This design comes from an exercise in tuning for small area on the open sky130 flow, not from production work. In this exercise RTL edits were held to simulation tests only and were not proved equivalent to the original.

[flow/flow/run.sh]
#!/bin/bash
# Layout flow: the standard flow (standard.sh), with changes to
# synthesis: ORFS's synthesis runs unchanged up to technology mapping, then
# ABC maps the divider (n2t_div, kept as its own module until the final
# flatten) with ORFS's area script and the rest of the design with a
# stronger area-recovery script (flow/area.abc); full-adder extraction is
# limited to the divider. Registers are mapped by dfflibmap before ABC,
# exactly as in the standard synthesis. Layout: the smallest buffer for the
# port buffers, and a clock tree with larger sink clusters and no dummy loads.
set -euo pipefail
W=$(pwd)
F=$W/flow

# ORFS's synth.tcl with the ABC call split in two
python3 - "$FLOW_HOME/scripts/synth.tcl" "$W/synth_split.tcl" "$F" <<'PY'
import sys
src, dst, f = sys.argv[1:4]
s = open(src).read()
pre = "source $::env(SCRIPTS_DIR)/synth_preamble.tcl"
assert s.count(pre) == 1
s = s.replace(pre, pre + "\n"
    "set div_abc_args  [lreplace $abc_args 1 1 %s/div.abc]\n"
    "set rest_abc_args [lreplace $abc_args 1 1 %s/area.abc]\n" % (f, f))
call = "  log_cmd abc {*}$abc_args\n"
assert s.count(call) == 1
s = s.replace(call, "  log_cmd abc {*}$div_abc_args n2t_div\n"
                    "  log_cmd abc {*}$rest_abc_args n2t_timing_engine\n")
# full adders are extracted (and mapped to adder cells) in the divider only;
# ABC maps the rest's arithmetic itself
fa = "  extract_fa {*}[dont_use_extract_fa_args]\n"
assert s.count(fa) == 1
s = s.replace(fa, "  extract_fa {*}[dont_use_extract_fa_args] n2t_div\n")
open(dst, "w").write(s)
PY

# The standard flow's synthesis script, sourcing the split copy
sed "s#source \$::env(SCRIPTS_DIR)/synth.tcl#source $W/synth_split.tcl#" synth_recipe.tcl > my_synth.tcl
grep -q "synth_split.tcl" my_synth.tcl

# The standard flow's config, keeping the divider as a module through synthesis
{
    cat config.mk
    echo "export SYNTH_KEEP_MODULES = n2t_div"
    # clock tree: larger sink clusters, no dummy loads
    # port buffers: the smallest buffer cell
    echo "export BUFFER_PORTS_ARGS = -buffer_cell sky130_fd_sc_hd__buf_1"
    echo "export CTS_ARGS = -sink_clustering_enable -repair_clock_nets -dont_use_dummy_load -buf_list sky130_fd_sc_hd__clkbuf_8 -sink_clustering_size 14 -sink_clustering_max_diameter 70"
} > my_config.mk

sed -e "s#DESIGN_CONFIG=[^ ]*#DESIGN_CONFIG=$W/my_config.mk#" \
    -e "s#SYNTH_SCRIPT=[^ ]*#SYNTH_SCRIPT=$W/my_synth.tcl#" standard.sh > my_standard.sh
grep -q "my_synth.tcl" my_standard.sh
grep -q "my_config.mk" my_standard.sh

bash my_standard.sh finish > make_finish.log 2>&1
[flow/flow/area.abc]
strash
dc2
dch -f
amap
mfs2
strash
dch -f
amap
[flow/flow/div.abc]
strash
dch
map -a
topo
stime -c
buffer -c
upsize -c
dnsize -c
[flow/standard.sh]
#!/bin/bash
# synth_recipe.tcl (not shown) runs the flow's synth.tcl, then flattens the netlist and writes it again
# the make line also repeats each setting of config.mk as NAME=value (left out here)
make -C /OpenROAD-flow-scripts/flow DESIGN_CONFIG=/design/flow/config.mk WORK_HOME=/design/flow/orfs CLKGATE_MAP_FILE= SYNTH_SCRIPT=/design/flow/synth_recipe.tcl "${@:-finish}"
[flow/config.mk]
export PLATFORM = sky130hd
export DESIGN_NAME = n2t_timing_engine
export DESIGN_NICKNAME = n2t_timing_engine
export VERILOG_FILES = /design/flow/design.v
export SDC_FILE = /design/flow/constraint.sdc
export NUM_CORES = 4
export LEC_CHECK = 0
export ABC_AREA = 1
export CAP_MARGIN = 20
export CORE_MARGIN = 2
export CORE_UTILIZATION = 60
export SETUP_SLACK_MARGIN = -2
export SLEW_MARGIN = 20
[flow/constraint.sdc]
create_clock -name core_clock -period 70.0 [get_ports {clk}]
set_input_delay 14.0000 -clock core_clock [delete_from_list [all_inputs] [get_ports {clk}]]
set_output_delay 14.0000 -clock core_clock [all_outputs]
set_load 0.01 [all_outputs]
[flow/design.v]
module n2t_prog_rom (
    input  wire [2:0]  index,
    output reg  [4:0]  len,
    output reg  [15:0] seq0,
    output reg  [15:0] seq1,
    output reg  [23:0] cnum
);
    always @* begin
        case (index)
            3'd0: begin len = 5'd1;  seq0 = 16'h0000; seq1 = 16'h0000; cnum = 24'd10000000; end
            3'd1: begin len = 5'd4;  seq0 = 16'h0006; seq1 = 16'h0003; cnum = 24'd2500000;  end
            3'd2: begin len = 5'd8;  seq0 = 16'h00AA; seq1 = 16'h000F; cnum = 24'd1250000;  end
            3'd3: begin len = 5'd16; seq0 = 16'h8001; seq1 = 16'hFFFF; cnum = 24'd625000;   end
            3'd4: begin len = 5'd1;  seq0 = 16'h0001; seq1 = 16'h0000; cnum = 24'd10000000; end
            3'd5: begin len = 5'd3;  seq0 = 16'h0005; seq1 = 16'h0003; cnum = 24'd3333333;  end
            3'd6: begin len = 5'd12; seq0 = 16'h0A5C; seq1 = 16'h03F0; cnum = 24'd833333;   end
            default: begin len = 5'd7; seq0 = 16'h005A; seq1 = 16'h0033; cnum = 24'd1428571; end
        endcase
    end
endmodule
module n2t_gt #(
    parameter W = 64
) (
    input  wire [W-1:0] a,
    input  wire [W-1:0] b,
    output wire         gt
);
    wire [W:0] c;
    assign c[0] = 1'b0;
    genvar i;
    generate
        for (i = 0; i < W; i = i + 1) begin : g
            assign c[i+1] = (a[i] & ~b[i]) | (a[i] & c[i]) | (~b[i] & c[i]);
        end
    endgenerate
    assign gt = c[W];
endmodule
module n2t_add #(
    parameter W  = 64,
    parameter WB = 24
) (
    input  wire [W-1:0]  a,
    input  wire [WB-1:0] b,
    output wire [W-1:0]  s,
    output wire          co
);
    wire [W:0] c;
    assign c[0] = 1'b0;
    genvar i;
    generate
        for (i = 0; i < W; i = i + 1) begin : g
            if (i < WB) begin : g_fa
                assign s[i]   = a[i] ^ b[i] ^ c[i];
                assign c[i+1] = (a[i] & b[i]) | (a[i] & c[i]) | (b[i] & c[i]);
            end else begin : g_ha
                assign s[i]   = a[i] ^ c[i];
                assign c[i+1] = a[i] & c[i];
            end
        end
    endgenerate
    assign co = c[W];
endmodule
module n2t_div (
    input  wire [23:0] num,
    input  wire [15:0] den,
    output wire [23:0] q
);
    wire [16*25-1:0] R;
    assign R[16*24 +: 16] = 16'd0;
    genvar i;
    generate
        for (i = 0; i < 24; i = i + 1) begin : st
            localparam integer W  = (24 - i) < 17 ? (24 - i) : 17;
            localparam integer RW = W < 16 ? W : 16;
            wire [W-1:0] a;
            wire [W-1:0] d;
            wire         hi;
            if (W == 1) begin : g_a1
                assign a = num[i];
            end else begin : g_an
                assign a = {R[16*(i+1) +: W-1], num[i]};
            end
            if (W == 17) begin : g_d17
                assign d  = {1'b0, den};
                assign hi = 1'b0;
            end else if (W == 16) begin : g_d16
                assign d  = den;
                assign hi = 1'b0;
            end else begin : g_dn
                assign d  = den[W-1:0];
                assign hi = |den[15:W];
            end
            wire [W:0] t = {1'b0, a} - {1'b0, d};
            assign q[i] = ~hi & ~t[W];
            wire [RW-1:0] r = q[i] ? t[RW-1:0] : a[RW-1:0];
            if (RW == 16) begin : g_r16
                assign R[16*i +: 16] = r;
            end else begin : g_rn
                assign R[16*i +: 16] = {{(16-RW){1'b0}}, r};
            end
        end
    endgenerate
endmodule
module n2t_button #(
    parameter [63:0] INTERVAL = 64'd200
) (
    input  wire        clk,
    input  wire        rst,
    input  wire [63:0] now,
    input  wire [1:0]  pin,
    output reg  [1:0]  state,
    output reg  [1:0]  changed,
    output reg  [1:0]  state_n,
    output reg  [1:0]  changed_n
);
    reg [1:0]  last;
    reg [2:0]  run0, run1;
    reg [63:0] next_tick;
    wire        sample;
    wire [63:0] next_tick_inc;
    wire        co_unused;
    n2t_gt  #(.W(64))          u_gt  (.a(now), .b(next_tick), .gt(sample));
    n2t_add #(.W(64), .WB(8))  u_add (.a(next_tick), .b(INTERVAL[7:0] & {8{sample}}),
                                      .s(next_tick_inc), .co(co_unused));
    wire [1:0] full = {run1 == 3'd7, run0 == 3'd7};
    wire [1:0] same = ~(pin ^ last);
    always @* begin
        state_n   = state;
        changed_n = 2'b00;
        if (sample) begin
            if (same[0] && full[0] && pin[0] != state[0]) begin
                state_n[0] = pin[0]; changed_n[0] = 1'b1;
            end
            if (same[1] && full[1] && pin[1] != state[1]) begin
                state_n[1] = pin[1]; changed_n[1] = 1'b1;
            end
        end
    end
    always @(posedge clk) begin
        if (rst) begin
            last      <= 2'b00;
            run0      <= 3'd7;
            run1      <= 3'd7;
            state     <= 2'b00;
            changed   <= 2'b00;
            next_tick <= now;
        end else begin
            if (sample) begin
                last      <= pin;
                run0      <= !same[0] ? 3'd1 : full[0] ? 3'd7 : run0 + 3'd1;
                run1      <= !same[1] ? 3'd1 : full[1] ? 3'd7 : run1 + 3'd1;
            end
            next_tick <= next_tick_inc;
            state   <= state_n;
            changed <= changed_n;
        end
    end
endmodule
module n2t_out_channel (
    input  wire        clk,
    input  wire        rst,
    input  wire [4:0]  dsat,         
    input  wire        wrap,         
    input  wire        cmd_set,      
    input  wire        cmd_rev,      
    input  wire [15:0] cmd_value,
    output reg         data_pin,
    output reg         enable_pin,
    output reg         reverse
);
    localparam [1:0] ST_IDLE = 2'd0, ST_PAUSE = 2'd1, ST_DATASET = 2'd2, ST_ENABLESET = 2'd3;
    reg [1:0]  st;
    reg [15:0] data;
    reg [4:0]  slot_n;    
    reg [4:0]  wait_n;    
    wire [3:0] slot = slot_n[4] ? 4'd15 : slot_n[3:0];
    wire [3:0] k    = slot ^ {4{reverse}};
    wire       due  = dsat >= wait_n;
    always @(posedge clk) begin
        if (rst) begin
            st         <= ST_IDLE;
            data       <= 16'h0000;
            reverse    <= 1'b0;
            data_pin   <= 1'b0;
            enable_pin <= 1'b0;
        end else if (cmd_set || cmd_rev) begin
            if (cmd_set) data <= cmd_value;
            if (cmd_rev) reverse <= ~reverse;
            slot_n  <= 5'd0;
            st      <= ST_PAUSE;
        end else if (st != ST_IDLE) begin
            if (due) begin
                case (st)
                    ST_PAUSE: begin
                        data_pin <= data[k];
                        if (!slot_n[4]) slot_n <= slot_n + 5'd1;
                        st <= ST_DATASET;
                    end
                    ST_DATASET: begin
                        enable_pin <= 1'b1;
                        st <= ST_ENABLESET;
                    end
                    default: begin   
                        enable_pin <= 1'b0;
                        if (slot_n[4] && slot_n[0]) begin
                            st <= ST_IDLE;
                        end else begin
                            if (slot_n[4]) slot_n <= 5'd17;
                            st <= ST_PAUSE;
                        end
                    end
                endcase
            end
        end
    end
    always @(posedge clk) begin
        if (cmd_set || cmd_rev) wait_n <= 5'd1;
        else if (!due)          wait_n <= wait_n - dsat;
        else                    wait_n <= wrap ? 5'd0 : 5'd21;
    end
endmodule
module n2t_in_channel (
    input  wire        clk,
    input  wire        rst,
    input  wire [4:0]  dsat,
    input  wire        wrap,         
    input  wire        data_in,
    input  wire        cmd_ack,      
    output reg         load_pin,
    output reg         shift_pin,
    output reg         clock_pin,
    output reg  [15:0] data,
    output wire [15:0] data_mirrored,
    output reg         data_changed
);
    localparam [1:0] ST_IDLE = 2'd0, ST_LOADING = 2'd1, ST_SHIFTOFF = 2'd2, ST_CLOCKON = 2'd3;
    reg [1:0]  st;
    reg [14:0] temp_data;    
    reg [3:0]  bit_count;
    reg [3:0]  wait_n;
    wire [15:0] temp_data_n = {temp_data, data_in};
    wire        due = dsat >= {1'b0, wait_n};
    genvar i;
    generate
        for (i = 0; i < 16; i = i + 1) begin : g_mir
            assign data_mirrored[i] = data[15 - i];
        end
    endgenerate
    always @(posedge clk) begin
        if (rst) begin
            st           <= ST_IDLE;
            data         <= 16'h0000;
            bit_count    <= 4'd0;
            data_changed <= 1'b0;
            wait_n       <= 4'd1;
            load_pin     <= 1'b0;
            shift_pin    <= 1'b0;
            clock_pin    <= 1'b0;
        end else begin
            if (cmd_ack) data_changed <= 1'b0;
            if (!due) begin
                wait_n <= wait_n - dsat[3:0];
            end else begin
                wait_n <= wrap ? 4'd0 : 4'd11;
                case (st)
                    ST_IDLE: begin
                        load_pin  <= 1'b1;
                        shift_pin <= 1'b0;
                        clock_pin <= 1'b0;
                        st        <= ST_LOADING;
                    end
                    ST_LOADING: begin
                        load_pin  <= 1'b0;
                        shift_pin <= 1'b1;
                        st        <= ST_SHIFTOFF;
                    end
                    ST_SHIFTOFF: begin
                        clock_pin <= 1'b0;
                        temp_data <= temp_data_n[14:0];
                        if (bit_count == 4'd15) begin
                            data_changed <= (temp_data_n != data);
                            data         <= temp_data_n;
                            bit_count    <= 4'd0;
                            st           <= ST_IDLE;
                        end else begin
                            bit_count <= bit_count + 4'd1;
                            st        <= ST_CLOCKON;
                        end
                    end
                    default: begin   
                        clock_pin <= 1'b1;
                        st        <= ST_SHIFTOFF;
                    end
                endcase
            end
        end
    end
endmodule
module n2t_clock_seq (
    input  wire        clk,
    input  wire        rst,
    input  wire [63:0] now,
    input  wire [1:0]  btn_state,
    input  wire [1:0]  btn_changed,
    input  wire        cmd_cfreq,
    input  wire        cmd_cauto,
    input  wire        cmd_csync,
    input  wire        cmd_csynco,
    input  wire        cmd_psel,
    input  wire        cmd_pfreq,
    input  wire        cmd_pauto,
    input  wire        cmd_idx,      
    input  wire [15:0] cmd_imm,
    input  wire [2:0]  cmd_op,       
    output reg  [1:0]  clk_out,
    output reg  [1:0]  clk_mode,
    output reg  [15:0] clk_freq0,
    output reg  [15:0] clk_freq1,
    output wire [7:0]  cur_prog,
    output reg  [1:0]  seq_mode
);
    localparam [1:0] SEQ_MANUAL = 2'd0, SEQ_ONESHOT = 2'd1, SEQ_AUTO = 2'd2;
    reg [2:0]  prog;
    reg [63:0] clk_base0, clk_base1, seq_base;
    reg        clk_pend0, clk_pend1, seq_pend;
    reg [22:0] clk_tps0, clk_tps1;
    reg [23:0] seq_tps;
    reg [15:0] seq_freq;
    reg [3:0]  seq_step;
    assign cur_prog = {5'd0, prog};
    wire [2:0]  prog_n = cmd_psel ? cmd_imm[2:0] : prog;
    wire [4:0]  act_len;
    wire [15:0] act_seq0, act_seq1;
    wire [23:0] act_cnum_unused;
    n2t_prog_rom u_rom_act (.index(prog_n), .len(act_len),
                            .seq0(act_seq0), .seq1(act_seq1), .cnum(act_cnum_unused));
    wire [2:0]  num_idx = cmd_op[2] ? prog : cmd_imm[2:0];
    wire [4:0]  num_len_unused;
    wire [15:0] num_s0_unused, num_s1_unused;
    wire [23:0] num_cnum;
    n2t_prog_rom u_rom_num (.index(num_idx), .len(num_len_unused),
                            .seq0(num_s0_unused), .seq1(num_s1_unused), .cnum(num_cnum));
    wire [23:0] div_num = (cmd_op[2] && !cmd_op[0]) ? 24'd5000000 : num_cnum;
    wire [15:0] div_den = cmd_op[2] ? cmd_imm : seq_freq;
    wire [23:0] new_tps;
    n2t_div u_div (.num(div_num), .den(div_den), .q(new_tps));
    wire        sync   = (cmd_csync || cmd_csynco) && prog == 3'd0;
    wire        synco  = cmd_csynco && prog == 3'd0;
    wire [63:0] clk_next0, clk_next1, seq_next;
    wire [2:0]  co_unused;
    n2t_add #(.W(64), .WB(23)) u_add0 (.a(clk_base0), .b(clk_tps0 & {23{clk_pend0}}),
                                       .s(clk_next0), .co(co_unused[0]));
    wire [63:0] base1 = sync ? clk_next0 : clk_base1;
    wire [22:0] add1  = synco ? clk_tps0 : sync ? 23'd0 : (clk_tps1 & {23{clk_pend1}});
    n2t_add #(.W(64), .WB(23)) u_add1 (.a(base1), .b(add1),
                                       .s(clk_next1), .co(co_unused[1]));
    n2t_add #(.W(64), .WB(24)) u_adds (.a(seq_base), .b(seq_tps & {24{seq_pend}}),
                                       .s(seq_next), .co(co_unused[2]));
    wire due0, due1s;
    n2t_gt #(.W(64)) u_gt0  (.a(now), .b(clk_next0), .gt(due0));
    n2t_gt #(.W(64)) u_gt1s (.a(now), .b(prog_n == 3'd0 ? clk_next1 : seq_next), .gt(due1s));
    wire due1 = due1s;
    wire dues = due1s;
    wire cauto0 = cmd_cauto && !cmd_idx;
    wire cauto1 = cmd_cauto && cmd_idx;
    reg [1:0]  clk_st_n, clk_mode_n;
    reg        fire0, fire1;
    reg [1:0]  seq_mode_n;
    reg [3:0]  seq_step_n;
    reg        seq_fire, seq_start;
    reg        push;
    reg [3:0]  sig_k;
    reg [4:0]  step_inc;
    always @* begin
        clk_st_n   = clk_out;
        clk_mode_n = clk_mode ^ {cauto1, cauto0};
        fire0      = 1'b0;
        fire1      = 1'b0;
        seq_mode_n = seq_mode;
        seq_step_n = seq_step;
        seq_fire   = 1'b0;
        seq_start  = 1'b0;
        push       = 1'b0;
        sig_k      = 4'd0;
        if (sync) clk_st_n[1] = clk_out[0];
        if (cmd_psel) begin
            seq_step_n = 4'd0;
            seq_mode_n = SEQ_MANUAL;
        end
        if (cmd_pauto)
            seq_mode_n = (seq_mode == SEQ_MANUAL) ? SEQ_AUTO : SEQ_MANUAL;
        step_inc = {1'b0, seq_step_n} + 5'd1;
        if (prog_n == 3'd0) begin
            if (!clk_mode_n[0]) begin
                if (btn_changed[0]) clk_st_n[0] = btn_state[0];
            end else if (!cauto0 && due0) begin
                clk_st_n[0] = ~clk_st_n[0];
                fire0 = 1'b1;
            end
            if (!clk_mode_n[1]) begin
                if (btn_changed[1]) clk_st_n[1] = btn_state[1];
            end else if (!cauto1 && due1) begin
                clk_st_n[1] = ~clk_st_n[1];
                fire1 = 1'b1;
            end
        end else begin
            if (seq_mode_n == SEQ_MANUAL) begin
                if (btn_changed[0] && btn_state[0]) begin
                    seq_mode_n = SEQ_ONESHOT;
                    seq_start  = 1'b1;
                end
                if (btn_changed[1] && btn_state[1]) begin
                    seq_step_n = (step_inc == act_len) ? 4'd0 : step_inc[3:0];
                    push = 1'b1;
                end
            end else if (!cmd_pauto && dues) begin
                seq_step_n = (step_inc == act_len) ? 4'd0 : step_inc[3:0];
                if (seq_step_n == 4'd0 && seq_mode_n == SEQ_ONESHOT)
                    seq_mode_n = SEQ_MANUAL;
                seq_fire = 1'b1;
                push = 1'b1;
            end
            if (push) begin
                sig_k       = act_len[3:0] - seq_step_n - 4'd1;
                clk_st_n[0] = act_seq0[sig_k];
                clk_st_n[1] = act_seq1[sig_k];
            end
        end
    end
    always @(posedge clk) begin
        if (rst) begin
            clk_out   <= 2'b00;
            clk_mode  <= 2'b00;
            clk_base0 <= now;
            clk_base1 <= now;
            clk_pend0 <= 1'b0;
            clk_pend1 <= 1'b0;
            clk_tps0  <= 23'd500;
            clk_tps1  <= 23'd500;
            clk_freq0 <= 16'd10000;
            clk_freq1 <= 16'd10000;
            prog      <= 3'd0;
            seq_mode  <= SEQ_MANUAL;
            seq_step  <= 4'd0;
            seq_base  <= now;
            seq_pend  <= 1'b0;
            seq_tps   <= 24'd1000;
            seq_freq  <= 16'd10000;
        end else begin
            clk_out   <= clk_st_n;
            clk_mode  <= clk_mode_n;
            clk_base0 <= cauto0 ? now : clk_next0;
            clk_base1 <= cauto1 ? now : clk_next1;
            clk_pend0 <= fire0;
            clk_pend1 <= fire1;
            if (cmd_cfreq && !cmd_idx) begin
                clk_freq0 <= cmd_imm;
                clk_tps0  <= new_tps[22:0];
            end
            if (cmd_cfreq && cmd_idx) begin
                clk_freq1 <= cmd_imm;
                clk_tps1  <= new_tps[22:0];
            end
            prog      <= prog_n;
            seq_mode  <= seq_mode_n;
            seq_step  <= seq_step_n;
            seq_base  <= (cmd_pauto || seq_start) ? now : seq_next;
            seq_pend  <= seq_fire;
            if (cmd_psel || cmd_pfreq) seq_tps <= new_tps;
            if (cmd_pfreq) seq_freq <= cmd_imm;
        end
    end
endmodule
module n2t_timing_engine (
    input  wire        clk,
    input  wire        rst,
    input  wire [63:0] tick,
    input  wire [1:0]  btn_in,
    input  wire        in_data,
    input  wire        cmd_valid,
    input  wire [31:0] cmd,
    output wire [1:0]  clk_out,
    output wire [3:0]  out_data,
    output wire [3:0]  out_enable,
    output wire        in_load,
    output wire        in_shift,
    output wire        in_clock,
    output wire [1:0]  btn_state,
    output wire [1:0]  btn_changed,
    output wire [1:0]  clk_mode,
    output wire [15:0] clk_freq0,
    output wire [15:0] clk_freq1,
    output wire [3:0]  out_reversed,
    output wire [15:0] in_word,
    output wire [15:0] in_word_mirrored,
    output wire        in_changed,
    output wire [7:0]  cur_prog,
    output wire [1:0]  seq_mode,
    output reg         cmd_ok
);
    localparam [63:0] BUTTON_UPDATE_INTERVAL = 64'd200;
    wire [15:0] imm = cmd[15:0];
    wire is_nop    = (cmd == 32'h00000000);
    wire is_oset   = ((cmd & 32'hFFFC0000) == 32'h01000000);
    wire is_orev   = ((cmd & 32'hFFFCFFFF) == 32'h02000000);
    wire is_psel   = ((cmd & 32'hFFFF0000) == 32'h03000000);
    wire is_cfreq  = ((cmd & 32'hFFFE0000) == 32'h04000000);
    wire is_pfreq  = ((cmd & 32'hFFFF0000) == 32'h05000000);
    wire is_cauto  = ((cmd & 32'hFFFEFFFF) == 32'h06000000);
    wire is_csync  = (cmd == 32'h07000000);
    wire is_csynco = (cmd == 32'h08000000);
    wire is_pauto  = (cmd == 32'h09000000);
    wire is_iack   = (cmd == 32'h0A000000);
    wire psel_ok  = is_psel  && (imm[15:3] == 13'd0);
    wire cfreq_ok = is_cfreq && (imm != 16'd0);
    wire pfreq_ok = is_pfreq && (imm != 16'd0);
    wire accepted = is_nop || is_oset || is_orev || psel_ok || cfreq_ok || pfreq_ok
                 || is_cauto || is_csync || is_csynco || is_pauto || is_iack;
    wire do_oset   = cmd_valid && is_oset;
    wire do_orev   = cmd_valid && is_orev;
    wire do_psel   = cmd_valid && psel_ok;
    wire do_cfreq  = cmd_valid && cfreq_ok;
    wire do_pfreq  = cmd_valid && pfreq_ok;
    wire do_cauto  = cmd_valid && is_cauto;
    wire do_csync  = cmd_valid && is_csync;
    wire do_csynco = cmd_valid && is_csynco;
    wire do_pauto  = cmd_valid && is_pauto;
    wire do_iack   = cmd_valid && is_iack;
    always @(posedge clk) begin
        if (rst)            cmd_ok <= 1'b1;
        else if (cmd_valid) cmd_ok <= accepted;
    end
    reg  [63:0] last_lim;
    reg         lim_ovf;
    wire [58:0] lim_hi;
    wire        tick_hi_ones;    
    n2t_add #(.W(59), .WB(1)) u_lim (.a(tick[63:5]), .b(1'b1), .s(lim_hi), .co(tick_hi_ones));
    always @(posedge clk) begin
        last_lim <= {lim_hi, tick[4:0]};
        lim_ovf  <= tick_hi_ones;
    end
    wire        below_lim;
    n2t_gt #(.W(64)) u_lim_gt (.a(last_lim), .b(tick), .gt(below_lim));
    wire [4:0]  dsat = (below_lim || lim_ovf) ? (tick[4:0] - last_lim[4:0]) : 5'd31;
    wire        wrap20 = tick_hi_ones && (tick[4:0] >= 5'd12);
    wire        wrap10 = tick_hi_ones && (tick[4:0] >= 5'd22);
    wire [1:0] btn_state_n, btn_changed_n;
    n2t_button #(.INTERVAL(BUTTON_UPDATE_INTERVAL)) u_btn (
        .clk       (clk),
        .rst       (rst),
        .now       (tick),
        .pin       (btn_in),
        .state     (btn_state),
        .changed   (btn_changed),
        .state_n   (btn_state_n),
        .changed_n (btn_changed_n)
    );
    n2t_clock_seq u_clock_seq (
        .clk         (clk),
        .rst         (rst),
        .now         (tick),
        .btn_state   (btn_state_n),
        .btn_changed (btn_changed_n),
        .cmd_cfreq   (do_cfreq),
        .cmd_cauto   (do_cauto),
        .cmd_csync   (do_csync),
        .cmd_csynco  (do_csynco),
        .cmd_psel    (do_psel),
        .cmd_pfreq   (do_pfreq),
        .cmd_pauto   (do_pauto),
        .cmd_idx     (cmd[16]),
        .cmd_imm     (imm),
        .cmd_op      (cmd[26:24]),
        .clk_out     (clk_out),
        .clk_mode    (clk_mode),
        .clk_freq0   (clk_freq0),
        .clk_freq1   (clk_freq1),
        .cur_prog    (cur_prog),
        .seq_mode    (seq_mode)
    );
    genvar i;
    generate
        for (i = 0; i < 4; i = i + 1) begin : g_out
            n2t_out_channel u_out (
                .clk        (clk),
                .rst        (rst),
                .dsat       (dsat),
                .wrap       (wrap20),
                .cmd_set    (do_oset && cmd[17:16] == i),
                .cmd_rev    (do_orev && cmd[17:16] == i),
                .cmd_value  (imm),
                .data_pin   (out_data[i]),
                .enable_pin (out_enable[i]),
                .reverse    (out_reversed[i])
            );
        end
    endgenerate
    n2t_in_channel u_in (
        .clk           (clk),
        .rst           (rst),
        .dsat          (dsat),
        .wrap          (wrap10),
        .data_in       (in_data),
        .cmd_ack       (do_iack),
        .load_pin      (in_load),
        .shift_pin     (in_shift),
        .clock_pin     (in_clock),
        .data          (in_word),
        .data_mirrored (in_word_mirrored),
        .data_changed  (in_changed)
    );
endmodule
==> results by group <==
Clock network
  • Clock transition at path regs: 0.09 ns
  • CTS tree: done
  • CTS buffer count: 53
  • # clock sinks: 637
  • CTS Buffer Depth: 3
  • Clock latency on the worst-skew pair: 0.71 ns
  • H-tree depth: 2
  • CTS Root Cell: clkbuf_8

Floorplanning
  • Core area: 71900 sq um
  • Initial Util: 60.9%
  • Total I/O pin count: 201
  • Die H: 274 um
  • Die footprint: 75100 sq um
  • Number of core rows: 98
  • Chip Width: 274 um

Yosys
  • Synth Flop Type: dfxtp_1
  • Post-synthesis mux area share: 0%
  • Cell variety after synth: 78
  • Simple-gate share of the synthesized area: 19.0%
  • Syn Area/Cell: 7.13 sq um
  • Xor/xnor share of the synthesized area: 3.93%
  • Post-Syn Instances: 6133
  • Post-Synth Adder-Cell Area: 8.50%
  • EDFF count, synth: 38
  • Synth area leader: dfxtp_1
  • Synth Warn #: 6
  • Flops & latches, synth: 637
  • Largest family of logic cells by synthesized area: compound AO/OA/AOI/OAI gates
  • Top post-synthesis cells by area: dfxtp_1 (27%), nor2_1 (9.0%), ha_1 (7.5%), a21oi_1 (6.8%), nand2_1 (5.8%)
  • Post-Syn Area: 43700 sq um
  • Synth top area share: 27.4%
  • Ys async rst share: 0%
  • Count leader, synth: nor2_1
  • Sequential-to-total area share from yosys stat: 30.0%
  • Compound-Gate Fraction of Synth Area: 31.0%
  • Top post-synthesis cells by count: nor2_1 (1054), nand2_1 (670), dfxtp_1 (599)

Placement
  • GP Congestion: 0.997
  • Area after DPL: 45900 sq um
  • Post-DP HPWL: 94900 um
  • Post-place setup slack: -2.39 ns
  • I/O Buffers: 195

Routing
  • Wire length per cell: 17.7 um
  • DRT iter0 DRCs: 3650
  • Post-DRT Antenna Nets: 0
  • Drt pass-1 iters: 7
  • Vias per inst: 5.98
  • DRC: 0
  • Drt total wl: 130000 um
  • Vias: 44200

STA
  • Hold Vio Cnt, Final: 0
  • Worst slew pin tran: 1.05 ns
  • Final setup TNS: 0 ns
  • Worst Setup Slack, final: 3.63 ns
  • Final setup vio count: 0
  • Tmin final: 66.37 ns
  • Max Slew Vio Count: 0
  • Rel. slew slack: 28.9%
  • F_max: 15.1 MHz
  • Fin crit share: 94.8%
  • Clock skew: 0.109 ns

Layout
  • Nets: 6812
  • Area delta synth->final: 7.70%
  • Design area: 47100 sq um
  • Layout cell share with drive strength beyond 1: 4.67%
  • Register area: 13100 sq um
  • FILL cells: 6747
  • Multi-input logic area: 27700 sq um

Worst setup path
  • Worst setup SP type: input port
  • Setup CP Type: input port to register
  • Critical path required time: 70.48 ns
  • R2R setup slack: 16.68 ns
  • WP data arrival: 66.85 ns
  • Most frequent CP cell: a21oi_1
  • CP Max Fanout: 24
  • CP max stage cell: fa_1
  • CP max stage delay: 0.45 ns
  • Worst Setup End Kind: register

GRT
  • GRT Overall Usage: 33.4%
  • First-pass GRT wire length: 207000 um
  • Grt ovf: 0
  • Pin count of the biggest net entering global routing: 140
  • Initial antenna violation count: 7
  • Number of global-route vias before repair: 39900

Job
  • Max Cap Violations: 0

Min path
  • Hold crit path type: register to register

Status
  • Status: finished clean
## modules after synthesis (local to each module, per instance)
module | copies in the design | cells | flops+latches
n2t_div | 1 | 1931 | 0
n2t_timing_engine | 1 | 4202 | 637
## repair_timing
item,CTS,global route
setup buffers,0,13
hold buffers,0,0
resized for setup,0,78
setup endpoints to repair,0,9
## logic make-up (layout without fill, tap and decap cells)
family / after synthesis / in the layout
AO/OA/AOI/OAI: 2165 / 2165
AND/OR/NAND/NOR: 2033 / 2043
buffers and inverters: 817 / 1094
flip-flops: 637 / 637
adder cells (fa/ha/maj): 284 / 284
XOR/XNOR: 196 / 196
other: 1 / 10
## placed cells by master, fill, tap and decap left out, types with 20 or more instances in the layout
cell type,instances
a22oi_1,115
or2_0,24
a21boi_0,38
o221ai_1,57
fa_1,22
a21o_1,21
clkinv_1,467
inv_1,264
buf_4,97
a21oi_2,30
o21ai_1,49
nand2_1,662
o22a_1,20
xor2_1,153
dfxtp_1,599
o21ai_0,461
and3_1,44
a21oi_1,593
o221a_1,53
nand3_1,28
o32ai_1,65
a221oi_1,31
clkbuf_8,53
o22ai_1,385
nor2_1,1046
o21bai_1,53
nor3_1,79
xnor2_1,43
o21a_1,56
ha_1,262
a31oi_1,20
nor2b_1,33
a211oi_1,24
edfxtp_1,38
buf_1,193
## flip-flops by register name, indices dropped and copies added (netlist names), 15 cells and up
register and cells:
g_out.u_out.data 64, g_out.u_out.slot_n 20, g_out.u_out.wait_n 20, last_lim 64
u_btn.next_tick 64, u_clock_seq.clk_base0 64, u_clock_seq.clk_base1 64, u_clock_seq.clk_freq0 16
u_clock_seq.clk_freq1 16, u_clock_seq.clk_tps0 23, u_clock_seq.clk_tps1 23, u_clock_seq.seq_base 64
u_clock_seq.seq_freq 16, u_clock_seq.seq_tps 24, u_in.data 16, u_in.temp_data 15
## layout make-up
type	instances	area share (%)
well taps	950	2.52
repair inverters	1	0.0106
clock buffers	53	1.55
diodes	5	0.0266
multi-input cells	4693	58.9
flip-flops and latches	637	27.9
inverters	747	5.98
repair buffers	293	3.15
## per-layer routing
metal | global-route usage (%) | vias to the layer above | share of wire [%]
met4 | 10.1 | 4 | 3.1
met1 | 46.3 | 20200 | 45
li1 | - | 22400 | -
met2 | 54.3 | 1330 | 44
met5 | 0 | - | 0.021
met3 | 4.20 | 244 | 7.1
## worst max-delay path, delay by kind of cell
family | cells | cell delay, ns
compound gates | 173 | 27.43
simple gates | 124 | 13.29
fa+ha+maj | 23 | 7.92
buf+inv | 38 | 4.02
## final timing paths
check                           start                        to  cells past startpoint
min reg2reg  u_clock_seq.clk_tps0[15]  u_clock_seq.clk_tps0[15]                      2
max                           cmd[26]    u_clock_seq.seq_tps[0]                    358
max reg2reg       u_clock_seq.prog[1]    u_clock_seq.seq_tps[0]                    358
min          u_clock_seq.clk_tps0[15]  u_clock_seq.clk_tps0[15]                      2
## per-stage QoR
step	hold WS [ns]	cells	util, %
after floorplan	0.435	6137	-
after global placement	0.448	7297	63.9
after detailed placement	0.455	7297	63.9
after CTS	0.476	7350	64.9
after global routing	0.502	7378	65.5
final	0.475	7379	65.5

-- separate check: timing with driven ports --
No port has a modelled driver above. Below, the same layout with a new extraction and two added sets of constraints.
Step 1, drivers: a clkbuf_16 drives clk and a buf_2 each remaining input, both assumed.
Step 2 also shifts input and output timing later by t, the mid clock arrival at the registers, as if the neighbouring blocks saw the same clock.
a / b / c = ideal / step 1 / step 2; a / b = the first two.
shift t [ns]: 0.717
slack for setup (ns): 3.628 / 3.608 / 2.891
slew at the worst register clock pin (ns): 0.10 / 0.10
After both steps this run still meets setup and hold. For this run, drivers alone change the setup slack by -0.020 ns; drivers and shift together by -0.737 ns.
